Source: an optimization exercise on an open RTL-to-GDS flow (aim: small area, a short achievable clock period and few clock cycles). Production flows keep margins and buffers that such runs may drop.
Where RTL was checked, it was by simulation tests only, not by an equivalence proof against the original.
No activity file was given, so power comes from the tool's default toggle rates.

==> run Z <==
// lhb_tx
module lhb_tx #(
    parameter TX_MSG_CAP = 128           
) (
    input  wire        clk,
    input  wire        rst,              
    input  wire        t_valid,
    input  wire [7:0]  t_data,
    input  wire        t_last,
    input  wire        t_empty,          
    output wire        t_ready,
    output wire        tx_valid,
    output wire [7:0]  tx_data,
    input  wire        tx_ready,
    output wire        e_valid,
    output wire [7:0]  e_arg,            
    output wire [15:0] e_len,            
    input  wire        e_ready
);
    localparam N  = TX_MSG_CAP + 3;      
    localparam EW = 8;                   
    localparam Q  = 105;                 
    localparam R  = Q + 1;               
    localparam ER = 8;                   
    localparam LA = TX_MSG_CAP + 1;      
    localparam AW = 8;
    localparam SW = 9;                   
    function [AW:0] nx;
        input [AW:0] a;
        nx = (a[AW-1:0] == N - 1) ? {~a[AW], {AW{1'b0}}} : {a[AW], a[AW-1:0] + 1'b1};
    endfunction
    function [AW-1:0] nxi;
        input [AW-1:0] a;
        nxi = (a == N - 1) ? {AW{1'b0}} : a + 1'b1;
    endfunction
    function [AW-1:0] dif;
        input [AW-1:0] a;
        input [AW-1:0] b;
        reg   [AW:0]   d;
        begin
            d   = {1'b0, a} - {1'b0, b};
            dif = d[AW] ? d[AW-1:0] + N : d[AW-1:0];
        end
    endfunction
    reg  [SW*N-1:0] drum;                
    localparam [1:0] W_DATA = 2'd0, W_EOF = 2'd1, W_SOF = 2'd2, W_C0 = 2'd3;
    reg  [1:0]    w_st;
    reg  [AW:0]   wr;                    
    reg  [AW-1:0] ow;                    
    reg  [AW:0]   sof;                   
    reg  [AW-1:0] lw;                    
    reg  [15:0]   mcnt;                  
    reg           lt_cap;                
    reg  [7:0]    first;                 
    reg           err_v;
    reg           t_rdy;
    reg           q_ok;                  
    reg  [7:0]    q_code;                
    reg           q_fill;                
    localparam R_SOF = 1'b0, R_BODY = 1'b1;
  ...
==> flow/config.mk <==
export PLATFORM = sky130hd
export DESIGN_NAME = lhb_tx
export DESIGN_NICKNAME = lhb_tx
export VERILOG_FILES = /design/flow/design.v
export SDC_FILE = /design/flow/constraint.sdc
export NUM_CORES = 4
export LEC_CHECK = 0
export ABC_CLOCK_PERIOD_IN_PS = 3000
export CAP_MARGIN = 20
export CORE_MARGIN = 2
export CORE_UTILIZATION = 55
export PLACE_DENSITY = 0.7
export SLEW_MARGIN = 20
==> flow/constraint.sdc <==
create_clock -name core_clock -period 10.0 [get_ports {clk}]
set_input_delay 2.0000 -clock core_clock [delete_from_list [all_inputs] [get_ports {clk}]]
set_output_delay 2.0000 -clock core_clock [all_outputs]
set_load 0.01 [all_outputs]
standard.sh (not shown) runs the stock make flow with config.mk's settings and CLKGATE_MAP_FILE= SYNTH_SCRIPT=/design/flow/synth_recipe.tcl, a recipe that flattens the netlist after the stock synthesis.
==> flow/flow/run.sh <==
#!/bin/bash
# Standard layout, with port buffers of a fixed drive, a clock tree of
# larger sink clusters without dummy loads, and timing repair aiming for a
# setup slack margin of 6.9 ns at the design's clock period.
set -euo pipefail
bash standard.sh SETUP_SLACK_MARGIN=6.9 \
  'BUFFER_PORTS_ARGS=-buffer_cell sky130_fd_sc_hd__buf_4' \
  'CTS_ARGS=-sink_clustering_enable -repair_clock_nets -dont_use_dummy_load -sink_clustering_size 24 -sink_clustering_max_diameter 100' \
  finish > standard.log 2>&1
==> run F (differences from run Z) <==
--- a/flow/design.v
+++ b/flow/design.v
@@ -18,30 +18,21 @@
 );
     localparam N  = TX_MSG_CAP + 3;      
     localparam EW = 8;                   
     localparam Q  = 105;                 
     localparam R  = Q + 1;               
-    localparam ER = 8;                   
+    localparam ER = 4;                   
     localparam LA = TX_MSG_CAP + 1;      
     localparam AW = 8;
     localparam SW = 9;                   
     function [AW:0] nx;
         input [AW:0] a;
         nx = (a[AW-1:0] == N - 1) ? {~a[AW], {AW{1'b0}}} : {a[AW], a[AW-1:0] + 1'b1};
     endfunction
     function [AW-1:0] nxi;
         input [AW-1:0] a;
         nxi = (a == N - 1) ? {AW{1'b0}} : a + 1'b1;
-    endfunction
-    function [AW-1:0] dif;
-        input [AW-1:0] a;
-        input [AW-1:0] b;
-        reg   [AW:0]   d;
-        begin
-            d   = {1'b0, a} - {1'b0, b};
-            dif = d[AW] ? d[AW-1:0] + N : d[AW-1:0];
-        end
     endfunction
     reg  [SW*N-1:0] drum;                
     localparam [1:0] W_DATA = 2'd0, W_EOF = 2'd1, W_SOF = 2'd2, W_C0 = 2'd3;
     reg  [1:0]    w_st;
     reg  [AW:0]   wr;                    
==> flow/flow/run.sh (replaced) <==
#!/bin/bash
# Standard layout, with port buffers of a fixed drive, a clock tree of
# larger sink clusters without dummy loads, and timing repair aiming for a
# setup slack margin of 6.9 ns at the design's clock period.
set -euo pipefail
bash standard.sh SETUP_SLACK_MARGIN=6.9 \
  'BUFFER_PORTS_ARGS=-buffer_cell sky130_fd_sc_hd__buf_4' \
  'CTS_ARGS=-sink_clustering_enable -repair_clock_nets -dont_use_dummy_load -sink_clustering_size 24 -sink_clustering_max_diameter 140' \
  finish > standard.log 2>&1
- CORE_UTILIZATION: 55 -> 60
- PLACE_DENSITY: 0.7 -> 0.72
==> run notes <==
quantity	run F	run Z
Status	timing/DRC/antenna clean	timing/DRC/antenna clean
Worst-case reg-to-reg path depth	7	11
Slack of the critical path	6.88 ns	6.86 ns
Starting Density	0.604	0.558
Instance count on the critical path	10	1
Worst Hold Slack	0.277 ns	0.269 ns
Final-layout clock buffer total	59	60
Clock tree cell share of total cell area	0.0402	0.0401
Endpoint arrival time on the critical path	3.61 ns	1.14 ns
Antenna fix cells	1	0
Reported clock group power	0.00248 W	0.00250 W
Placed instance area	34400 µm²	34900 µm²
Share of power burned in combinational logic	0.053	0.059
Non-Filler Instances	3319	3464
Final #Nets	2662	2730
Testbench counts of run Z, summed over its fixed seeds: cycles 17,954.
Testbench counts of run F, summed over its fixed seeds: cycles 17,954.


==> inputs of quartz <==
lhb_tx again, from the RTL that the note above started with.
## lhb_tx
module lhb_tx #(
    parameter TX_MSG_CAP = 128           
) (
    input  wire        clk,
    input  wire        rst,              
    input  wire        t_valid,
    input  wire [7:0]  t_data,
    input  wire        t_last,
    input  wire        t_empty,          
    output wire        t_ready,
    output wire        tx_valid,
    output wire [7:0]  tx_data,
    input  wire        tx_ready,
    output wire        e_valid,
    output wire [7:0]  e_arg,            
    output wire [15:0] e_len,            
    input  wire        e_ready
);
Settings: LEC_CHECK=0, ABC_CLOCK_PERIOD_IN_PS=3000, CAP_MARGIN=20, CORE_MARGIN=2, CORE_UTILIZATION=65, PLACE_DENSITY=0.8, SLEW_MARGIN=20; clock period 10.0 ns.
==> flow/flow/run.sh <==
#!/bin/bash
# Standard layout, with port buffers of a fixed drive, a clock tree without
# dummy loads, and timing repair aiming for a setup slack margin of 6.9 ns
# at the design's clock period.
set -euo pipefail
bash standard.sh SETUP_SLACK_MARGIN=6.9 \
  'BUFFER_PORTS_ARGS=-buffer_cell sky130_fd_sc_hd__buf_4' \
  'CTS_ARGS=-sink_clustering_enable -repair_clock_nets -dont_use_dummy_load' \
  finish > standard.log 2>&1
==> onyx: changes against quartz <==
--- a/flow/design.v
+++ b/flow/design.v
@@ -11,17 +11,17 @@
     output wire        tx_valid,
     output wire [7:0]  tx_data,
     input  wire        tx_ready,
     output wire        e_valid,
     output wire [7:0]  e_arg,            
     output wire [15:0] e_len,            
     input  wire        e_ready
 );
-    localparam N  = TX_MSG_CAP + 3;      
+    localparam N  = TX_MSG_CAP + 4;      
     localparam EW = 8;                   
     localparam Q  = 105;                 
     localparam R  = Q + 1;               
     localparam ER = 8;                   
     localparam LA = TX_MSG_CAP + 1;      
     localparam AW = 8;
     localparam SW = 9;                   
     function [AW:0] nx;
@@ -41,16 +41,17 @@
             dif = d[AW] ? d[AW-1:0] + N : d[AW-1:0];
         end
     endfunction
     reg  [SW*N-1:0] drum;                
     localparam [1:0] W_DATA = 2'd0, W_EOF = 2'd1, W_SOF = 2'd2, W_C0 = 2'd3;
     reg  [1:0]    w_st;
     reg  [AW:0]   wr;                    
     reg  [AW-1:0] ow;                    
+    reg  [AW-1:0] sw;                    
     reg  [AW:0]   sof;                   
     reg  [AW-1:0] lw;                    
     reg  [15:0]   mcnt;                  
     reg           lt_cap;                
     reg  [7:0]    first;                 
     reg           err_v;
     reg           t_rdy;
     reg           q_ok;                  
@@ -72,96 +73,85 @@
     wire        t_take  = t_valid && t_rdy;
     wire [AW:0] wr1     = nx(wr);
     wire        full    = (wr[AW-1:0] == rd[AW-1:0]) && (wr[AW] != rd[AW]);
     wire        full1   = (wr1[AW-1:0] == rd[AW-1:0]) && (wr1[AW] != rd[AW]);
     wire        at_w    = (ow < EW);
     wire [AW-1:0] ow1   = nxi(ow);
     wire        at_w1   = (ow1 < EW);
     wire        can     = at_w && !full;
+    wire        b_empty = t_take && t_empty;
+    wire        b_store = t_take && !t_empty && lt_cap;
+    wire        b_over  = t_take && !t_empty && !lt_cap;
     wire        w_eof   = (w_st == W_EOF) && can;
     wire        w_sof   = (w_st == W_SOF) && !full;
     wire        w_c0    = (w_st == W_C0) && can;
-    wire        m_adv   = w_eof || w_sof || w_c0;
-    wire        e_take  = err_v && e_ready;
-    wire [AW-1:0] ow_i  = m_adv ? ow : ow1;
-    wire [AW:0]   wr_i  = m_adv ? wr1 : wr;
-    wire [AW-1:0] lw_i  = w_eof ? 8'd0 : m_adv ? lw + 1'b1 : lw;
-    reg  [1:0]    w_st_i;
-    always @(*) begin
-        w_st_i = w_st;
-        case (w_st)
-        W_EOF:   if (w_eof) w_st_i = W_SOF;
-        W_SOF:   if (w_sof) w_st_i = W_C0;
-        W_C0:    if (w_c0)  w_st_i = W_DATA;
-        default: ;
-        endcase
-    end
-    wire        cap_i   = (w_eof || e_take) ? 1'b1 : lt_cap;
-    wire        err_i   = err_v && !e_ready;
-    wire        at_w_i  = m_adv ? at_w : at_w1;
-    wire        full_i  = m_adv ? full1 : full;
-    wire        rdy_i   = (w_st_i == W_DATA) && !err_i && (!cap_i || (at_w_i && !full_i));
-    wire          ret     = !lt_cap && (mcnt == TX_MSG_CAP);
-    wire [AW-1:0] ow_ret  = (ow >= N - 1 - TX_MSG_CAP) ? ow - (N - 1 - TX_MSG_CAP) : ow + TX_MSG_CAP + 1;
-    wire [AW-1:0] ow_d    = lt_cap ? ow : ret ? ow_ret : ow1;
-    wire [AW:0]   wr_d    = lt_cap ? wr1 : ret ? nx(nx(sof)) : wr;
-    wire [AW-1:0] lw_d    = lt_cap ? lw + 1'b1 : ret ? 8'd2 : lw;
-    wire [15:0]   mcnt_d  = (mcnt == 16'hFFFF) ? mcnt : mcnt + 16'd1;
-    wire          cap_d   = lt_cap && (mcnt != TX_MSG_CAP - 1);
-    wire          rdy_d   = !cap_d || (at_w && !full1);    
+    wire        adv     = b_empty || b_store || w_eof || w_sof || w_c0;
+    wire        retract = b_over && (mcnt == TX_MSG_CAP);
     wire          b_wok  = t_rdy && (lt_cap || t_empty);    
     wire [SW-1:0] b_wd   = t_empty ? {1'b1, 8'hFF} : {t_data == 8'h00, t_data};
     wire          m_we   = w_eof || w_c0;
     wire [SW-1:0] m_wd   = {1'b1, {8{!w_c0}}};
+    reg  [1:0]  w_st_nx;
+    always @(*) begin
+        w_st_nx = w_st;
+        case (w_st)
+        W_DATA:  if (b_empty) w_st_nx = W_SOF;
+                 else if (b_store && t_last) w_st_nx = W_EOF;
+        W_EOF:   if (w_eof) w_st_nx = W_SOF;
+        W_SOF:   if (w_sof) w_st_nx = W_C0;
+        default: if (w_c0)  w_st_nx = W_DATA;
+        endcase
+    end
+    wire lt_cap_nx = (b_store && mcnt == TX_MSG_CAP - 1) ? 1'b0 :
+                     (w_eof || (err_v && e_ready)) ? 1'b1 : lt_cap;
+    wire err_nx    = (b_over && t_last) || (err_v && !e_ready);
+    wire at_w_nx   = adv ? at_w : at_w1;
+    wire full_nx   = adv ? full1 : full;
     always @(posedge clk) begin
         if (rst) begin
             w_st   <= W_DATA;
+            sw     <= 2;
             wr     <= 2;
             ow     <= 0;
             sof    <= 0;
             lw     <= 2;
             mcnt   <= 16'd0;
             lt_cap <= 1'b1;
             err_v  <= 1'b0;
             t_rdy  <= 1'b1;
-        end else if (!t_take) begin
-            w_st   <= w_st_i;
-            wr     <= wr_i;
-            ow     <= ow_i;
-            lw     <= lw_i;
-            if (w_eof)
+        end else begin
+            w_st   <= w_st_nx;
+            sw     <= nxi(sw);
+            lt_cap <= lt_cap_nx;
+            t_rdy  <= (w_st_nx == W_DATA) && !err_nx && (!lt_cap_nx || (at_w_nx && !full_nx));
+            if (retract) begin
+                wr <= nx(nx(sof));
+                ow <= (ow >= N - 1 - TX_MSG_CAP) ? ow - (N - 1 - TX_MSG_CAP) : ow + TX_MSG_CAP + 1;
+                lw <= 2;
+            end else if (adv) begin
+                wr <= wr1;
+                lw <= (b_empty || w_eof) ? 8'd0 : lw + 1'b1;
+            end else begin
+                ow <= ow1;
+            end
+            if (b_empty || w_eof)
                 sof <= wr1;
-            if (w_eof || e_take)
+            if (t_take && !t_empty) begin
+                mcnt <= (mcnt == 16'hFFFF) ? mcnt : mcnt + 16'd1;
+                if (mcnt == 16'd0)
+                    first <= t_data;
+            end
+            if (w_eof || (err_v && e_ready))
                 mcnt <= 16'd0;
-            lt_cap <= cap_i;
-            err_v  <= err_i;
-            t_rdy  <= rdy_i;
-        end else if (t_empty) begin
-            w_st   <= W_SOF;
-            wr     <= wr1;
-            lw     <= 8'd0;
-            sof    <= wr1;
-            t_rdy  <= 1'b0;
-        end else begin
-            w_st   <= (lt_cap && t_last) ? W_EOF : W_DATA;
-            wr     <= wr_d;
-            ow     <= ow_d;
-            lw     <= lw_d;
-            mcnt   <= mcnt_d;
-            lt_cap <= cap_d;
-            err_v  <= !lt_cap && t_last;
-            t_rdy  <= !t_last && rdy_d;
-        end
-    end
-    reg  [7:0] first_h;
-    wire       f_ld = t_take && !t_empty && (mcnt == 16'd0);
-    always @(posedge clk) begin
-        first   <= f_ld ? t_data : first_h;
-        first_h <= f_ld ? t_data : first;
+            if (b_over && t_last)
+                err_v <= 1'b1;
+            else if (e_ready)
+                err_v <= 1'b0;
+        end
     end
     integer j;
     reg [SW*N-1:0] drum_nx;
     always @(*) begin
         drum_nx = {drum[SW*(N-1)-1:0], drum[SW*(N-1) +: SW]};
         if (rst)
             drum_nx[0 +: SW] = {1'b1, 8'h00};
         else
@@ -205,17 +195,17 @@
         r_slot = drum[SW*R +: SW];
         for (i = 1; i < ER; i = i + 1)
             if (orr == i)
                 r_slot = drum[SW*(R+i) +: SW];
     end
     wire r_eof = r_slot[8] && (&r_slot[7:0]);
     wire r_c0  = |drum[SW*Q +: 8];       
     wire r_at  = (orr < ER);
-    wire r_ok  = (r_st == R_BODY) || ((orr == 0) && (rd != sof) && r_c0);
+    wire r_ok  = (r_st == R_BODY) || ((orr == 0) && (rd[AW-1:0] != sof[AW-1:0]) && r_c0);
     wire r_go  = r_at && r_ok && (!o_v || tx_ready);
     wire       o_ld  = !o_v || tx_ready;
     wire [7:0] o_new = (r_st == R_SOF || r_eof) ? 8'h00 : r_slot[7:0];
     always @(posedge clk) begin
         o_d <= o_ld ? o_new : o_h;
         o_h <= o_ld ? o_new : o_d;
     end
     always @(posedge clk) begin
==> flow/flow/run.sh (replaced) <==
#!/bin/bash
# Standard layout, with port buffers of a fixed drive and timing repair
# aiming for a setup slack margin of 6.9 ns at the design's clock period.
set -euo pipefail
bash standard.sh SETUP_SLACK_MARGIN=6.9 'BUFFER_PORTS_ARGS=-buffer_cell sky130_fd_sc_hd__buf_4' finish > standard.log 2>&1
==> flow/config.mk (replaced) <==
export PLATFORM = sky130hd
export DESIGN_NAME = lhb_tx
export DESIGN_NICKNAME = lhb_tx
export VERILOG_FILES = /design/flow/design.v
export SDC_FILE = /design/flow/constraint.sdc
export NUM_CORES = 4
export LEC_CHECK = 0
export ABC_CLOCK_PERIOD_IN_PS = 3000
export CAP_MARGIN = 20
export CORE_MARGIN = 2
export CORE_UTILIZATION = 40
export PLACE_DENSITY = 0.6
export SLEW_MARGIN = 20
==> willow: changes against quartz <==
==> flow/flow/run.sh (replaced) <==
#!/bin/bash
# Standard layout, with port buffers of a fixed drive, a clock tree of
# larger sink clusters without dummy loads, and timing repair aiming for a
# setup slack margin of 7.0 ns at the design's clock period.
set -euo pipefail
bash standard.sh SETUP_SLACK_MARGIN=7.0 \
  'BUFFER_PORTS_ARGS=-buffer_cell sky130_fd_sc_hd__buf_4' \
  'CTS_ARGS=-sink_clustering_enable -repair_clock_nets -dont_use_dummy_load -sink_clustering_size 30 -sink_clustering_max_diameter 80' \
  finish > standard.log 2>&1
==> flow/config.mk (replaced) <==
export PLATFORM = sky130hd
export DESIGN_NAME = lhb_tx
export DESIGN_NICKNAME = lhb_tx
export VERILOG_FILES = /design/flow/design.v
export SDC_FILE = /design/flow/constraint.sdc
export NUM_CORES = 4
export LEC_CHECK = 0
export ABC_CLOCK_PERIOD_IN_PS = 3000
export CAP_MARGIN = 20
export CORE_MARGIN = 2
export CORE_UTILIZATION = 55
export PLACE_DENSITY = 0.7
export SLEW_MARGIN = 20
==> impl_metrics.py <==
metrics = {
    "outcome": {
        "outcome": "timing/DRC/antenna clean",
    },
    "route": {
        "dr.pass1.iters": 5,
    },
    "min_path": {
        "min_from": "drum[157]$_DFF_P_",
    },
    "cts": {
        "cts_made_buffers": 52,
    },
}
Source of the figures above: willow

==> impl_metrics.py <==
metrics = {
    "cts": {
        "cts_made_buffers": 117,
    },
    "min_path": {
        "min_from": "drum[174]$_DFF_P_",
    },
    "route": {
        "dr.pass1.iters": 5,
    },
    "outcome": {
        "outcome": "timing/DRC/antenna clean",
    },
}
Source of the figures above: onyx

==> impl_metrics.py <==
metrics = {
    "global_route": {
        "grtUsageMet1": 0.346,
    },
    "cts": {
        "cts_made_buffers": 109,
        "cts_setup_buffers": 29,
    },
    "route": {
        "dr.pass1.iters": 19,
    },
    "outcome": {
        "outcome": "timing/DRC/antenna clean",
    },
    "min_path": {
        "min_from": "drum[780]$_DFF_P_",
    },
    "power": {
        "p_seq_uw": 5940,
    },
    "die": {
        "dieArea_mm2": 0.0537,
    },
}
Source of the figures above: quartz

Testbench counts of quartz, summed over its fixed seeds: cycles 17,954.
Testbench counts of willow, summed over its fixed seeds: cycles 17,954.
Only the layout flow was run in onyx; the RTL was not checked for function there.

[port drivers added, routing unchanged]
The flow's constraints put no driver on any port. The routed layouts listed below were extracted and timed again, unchanged, in two steps.
Step 1, drivers: a clkbuf_16 drives clk and a buf_2 each remaining input, both assumed.
Step 2 moves the port delays by t, midway between the first and last clock arrival at a register: inputs arrive t later, outputs are due t later. That takes back most of the time a late clock gives input paths.
a / b / c = ideal ports / drivers / drivers and shift; a / b = the first two.
run | shift t [ns] | setup slack, ns | worst slew at a driven data input, ns | pins driven straight from the clock port
run Z | 0.678 | 6.862 / 6.804 / 6.326 | 0.06 | 1
run F | 0.678 | 6.879 / 6.832 / 6.219 | 0.05 | 1
quartz | 0.703 | 6.877 / 6.830 / 6.211 | 0.06 | 1
onyx | 0.732 | 6.781 / 6.744 / 6.051 | 0.11 | 1
willow | 0.654 | 6.832 / 6.775 / 6.386 | 0.05 | 1
After both steps every run listed still meets setup and hold. The setup slack of onyx, which loses most, moves by -0.037 ns with the drivers and by -0.730 ns with both steps.
